Background: an optimization exercise with open tools, aiming at small area. Do not read the settings as production practice. Only simulation tests tie the RTL to the original design; equivalence was not proved. Power figures rest on the tool's default switching activity, not on a simulated workload.

== job 104 ==
Design ref8_core, start of the top module:
module ref8_core (
    input  wire        clk,
    input  wire        rst,           
    input  wire        cmd_valid,
    input  wire        cmd_op,        
    output wire        cmd_ready,
    output wire        mem_req,
    output wire        mem_we,
    output wire [15:0] mem_addr,
    output wire [7:0]  mem_wdata,
    input  wire        mem_ready,
    input  wire [7:0]  mem_rdata,
    output wire [1:0]  phase,
    output wire        halted,
    output wire [1:0]  halt_cause,
    output wire [63:0] cycle_count,
    output wire [15:0] pc,
    output wire [15:0] sp,
    output wire [7:0]  flags,
    output wire [7:0]  r0,
    output wire [7:0]  r1,
    output wire [7:0]  r2,
    output wire [7:0]  r3
);
clock: 8.0 ns
lec_check: 0
abc_area: 1
cap_margin: 20
core_margin: 2
core_utilization: 60
place_density: 0.75
slew_margin: 20
standard.sh (not shown) runs the stock make flow with config.mk's settings and CLKGATE_MAP_FILE= SYNTH_SCRIPT=/design/flow/synth_recipe.tcl, a recipe that flattens the netlist after the stock synthesis.
==> flow/flow/run.sh <==
#!/bin/bash
# Own layout flow: the standard flow, with the port buffers made of the
# smallest buffer cell and a clock tree built from small clock buffers
# without dummy loads.  Each tool's output goes to a log file of its own.
set -euo pipefail
export BUFFER_PORTS_ARGS="-buffer_cell sky130_fd_sc_hd__buf_1"
export CTS_ARGS="-sink_clustering_enable -repair_clock_nets -dont_use_dummy_load -buf_list {sky130_fd_sc_hd__clkbuf_4 sky130_fd_sc_hd__clkbuf_8} -sink_clustering_size 10 -sink_clustering_max_diameter 60"
bash standard.sh > flow_make.log 2>&1
Input-level comparison between job 102 and job 104:
diff --git a/flow/design.v b/flow/design.v
--- a/flow/design.v
+++ b/flow/design.v
@@ -33,36 +33,37 @@
     localparam S_WR   = 4'd10;    
     reg [4:0]  t;
     reg [31:0] ce, co;    
     reg [31:0] rl;
     reg [31:0] ps;
     reg [7:0]  bq;
     reg [15:0] ta;
     reg [7:0]  w;
     reg [7:0]  ir;
     reg        fc, fz, fv, fn;
     reg [1:0]  ph;
+    reg        ill;
     reg [3:0]  st;
     reg [1:0]  n;
     reg        go, cap;
     reg        cy, c2, ccy;
     wire [4:0] f  = t;
     wire [2:0] k8 = t[2:0];
     assign cmd_ready   = (st == S_IDLE) && (t == 5'd0);
     assign mem_req     = (st == S_RDF) || (st == S_RDX) || (st == S_WR);
     assign mem_we      = (st == S_WR);
     assign mem_addr    = ta;
     assign mem_wdata   = w;
     assign phase       = ph;
     assign halted      = ph[1] & ph[0];
-    assign halt_cause  = {halted & ~is_halt, halted & is_halt};
+    assign halt_cause  = {halted & ill, halted & ~ill};
     genvar gi;
     generate
         for (gi = 0; gi < 32; gi = gi + 1) begin : g_cc
             assign cycle_count[2*gi]   = ce[gi];
             assign cycle_count[2*gi+1] = co[gi];
         end
     endgenerate
     assign pc          = ps[15:0];
     assign sp          = ps[31:16];
     assign flags       = {4'b0000, fn, fv, fz, fc};
     assign r3          = rl[7:0];
@@ -111,23 +112,23 @@
     reg cond;
     always @(*) begin
         case (ir[2:1])
             2'd0: cond = fz;
             2'd1: cond = fc;
             2'd2: cond = fn;
             default: cond = fv;
         endcase
     end
     wire taken = is_bra || (is_bcc && (cond ^ ir[0]));
     wire fend    = (f == 5'd31);
-    wire fdone   = (n == 2'd1) ? len1 : (n == 2'd2) ? len2 : (n == 2'd3) && len3;    
+    wire fdone   = illegal ? (n != 2'd0) : (n == 2'd1) ? len1 : (n == 2'd2) ? len2 : (n == 2'd3) && len3;
     reg [3:0] nxt;
     always @(*) begin
         case (st)
             S_PCT:   nxt = !fdone ? S_RDF : is_mem ? S_TAB : S_FIN;
             S_TAB:   nxt = (is_ld || is_ldx) ? S_RDX : S_SPX;
             S_SPX:   nxt = sp_inc ? S_RDX : S_WR;
             S_RDF:   nxt = S_PCT;
             S_RDX:   nxt = (is_ret && n == 2'd3) ? S_SPX : S_FIN;
             S_WR:    nxt = (is_call && n == 2'd1) ? S_SPX : S_FIN;
             default: nxt = S_IDLE;
         endcase
@@ -227,25 +228,27 @@
                 if (is_alu && arith) fc <= acout ^ sub;
                 else if (u_shl)      fc <= a;
                 else if (u_shr)      fc <= cy;
             end
         end else if (a_fin && is_popf) begin
             {fn, fv, fz, fc} <= w[3:0];
         end else if (a_fin && is_clsc) begin
             fc <= ir[2];
         end
         cap <= (st == S_RDF || st == S_RDX) && mem_ready;
         if (rst) begin
+            t   <= 5'd0;
             st  <= S_CLR;
             go  <= 1'b0;
             ph  <= 2'd0;
+            cap <= 1'b0;
         end else begin
             case (st)
                 S_IDLE: begin
                     if (cmd_valid && t == 5'd0) begin
                         n  <= 2'd0;
                         go <= 1'b0;
                         if (cmd_op) begin
                             st <= S_CLR;
                             ph <= 2'd1;
                         end else if (ph == 2'd1 || ph == 2'd2) begin
                             st <= S_PCT;
@@ -256,19 +259,20 @@
                     st <= nxt;
                     go <= 1'b0;
                 end
                 default: begin
                     if (fend) begin
                         go <= 1'b1;
                         if (go) begin
                             st <= nxt;
                             if (st == S_PCT || st == S_SPX) n <= n + 2'd1;
                             if (st == S_FIN) begin
                                 ph  <= (illegal || is_halt) ? 2'd3 : 2'd2;
+                                ill <= illegal;
                             end
                         end
                     end
                 end
             endcase
         end
     end
 endmodule
--- outcome ---
From job 104 to job 102 the numbers moved as follows: area after synthesis increased by 150 sq um relative to the old numbers, overall die width increased by 1.1% relative to the old numbers, proportion of power drawn by combinational gates increased by 1.7 points relative to the old numbers, portion of the layout cell area used by non-clock buffers decreased by 0.21 points relative to the old numbers, area taken by flip-flops and latches increased by about 0.7% relative to the old numbers.
Diff job 104 -> job 102 | met1 demand-to-capacity share in global routing | increase of 1.6 points
[job 102 vs job 104] clock transition at the registers of the reported paths: higher in job 102
Summary of the comparison: leakage power total is higher in job 102, relative to job 104.
Job 102 does worse than job 104 on internal portion of total power.
On relative contribution of the clock network to total power: job 102 sits below job 104.
Sequential share of cell area for job 102: 0.31 points down relative to job 104
Higher total number of vias goes to job 102 over job 104.
For global-route total usage across every layer, job 102 and job 104 come out practically identical.
There was hardly any difference in utilization between job 104 and job 102.

-- port drivers added, routing unchanged --
The flow's constraints put no driver on any port. The routed layouts listed below were extracted and timed again, unchanged, in two steps. Step 1 sets driving cells, clkbuf_16 on the clock port and buf_2 on the other inputs (assumed; they add their load-dependent delay and slew). Step 2 adds t to the input delays and takes it off the output delays; t is the mean of the earliest and latest rising clock arrival at the registers after step 1. Input paths then give back, and output paths get back, about the clock's delay inside the block. a / b / c = no drivers / after step 1 / after step 2; a / b = the first two.
run | t, ns | slack for setup (ns) | worst setup path after step 2 | latest minus earliest clock arrival (ns) | cell pins on the clock port's net
job 104 | 0.485 | 4.472 / 4.434 / 4.920 | register to output | 0.030 / 0.029 | 1
job 102 | 0.479 | 4.319 / 4.284 / 4.762 | register to output | 0.033 / 0.033 | 1
After both steps setup and hold are still met in every run listed.
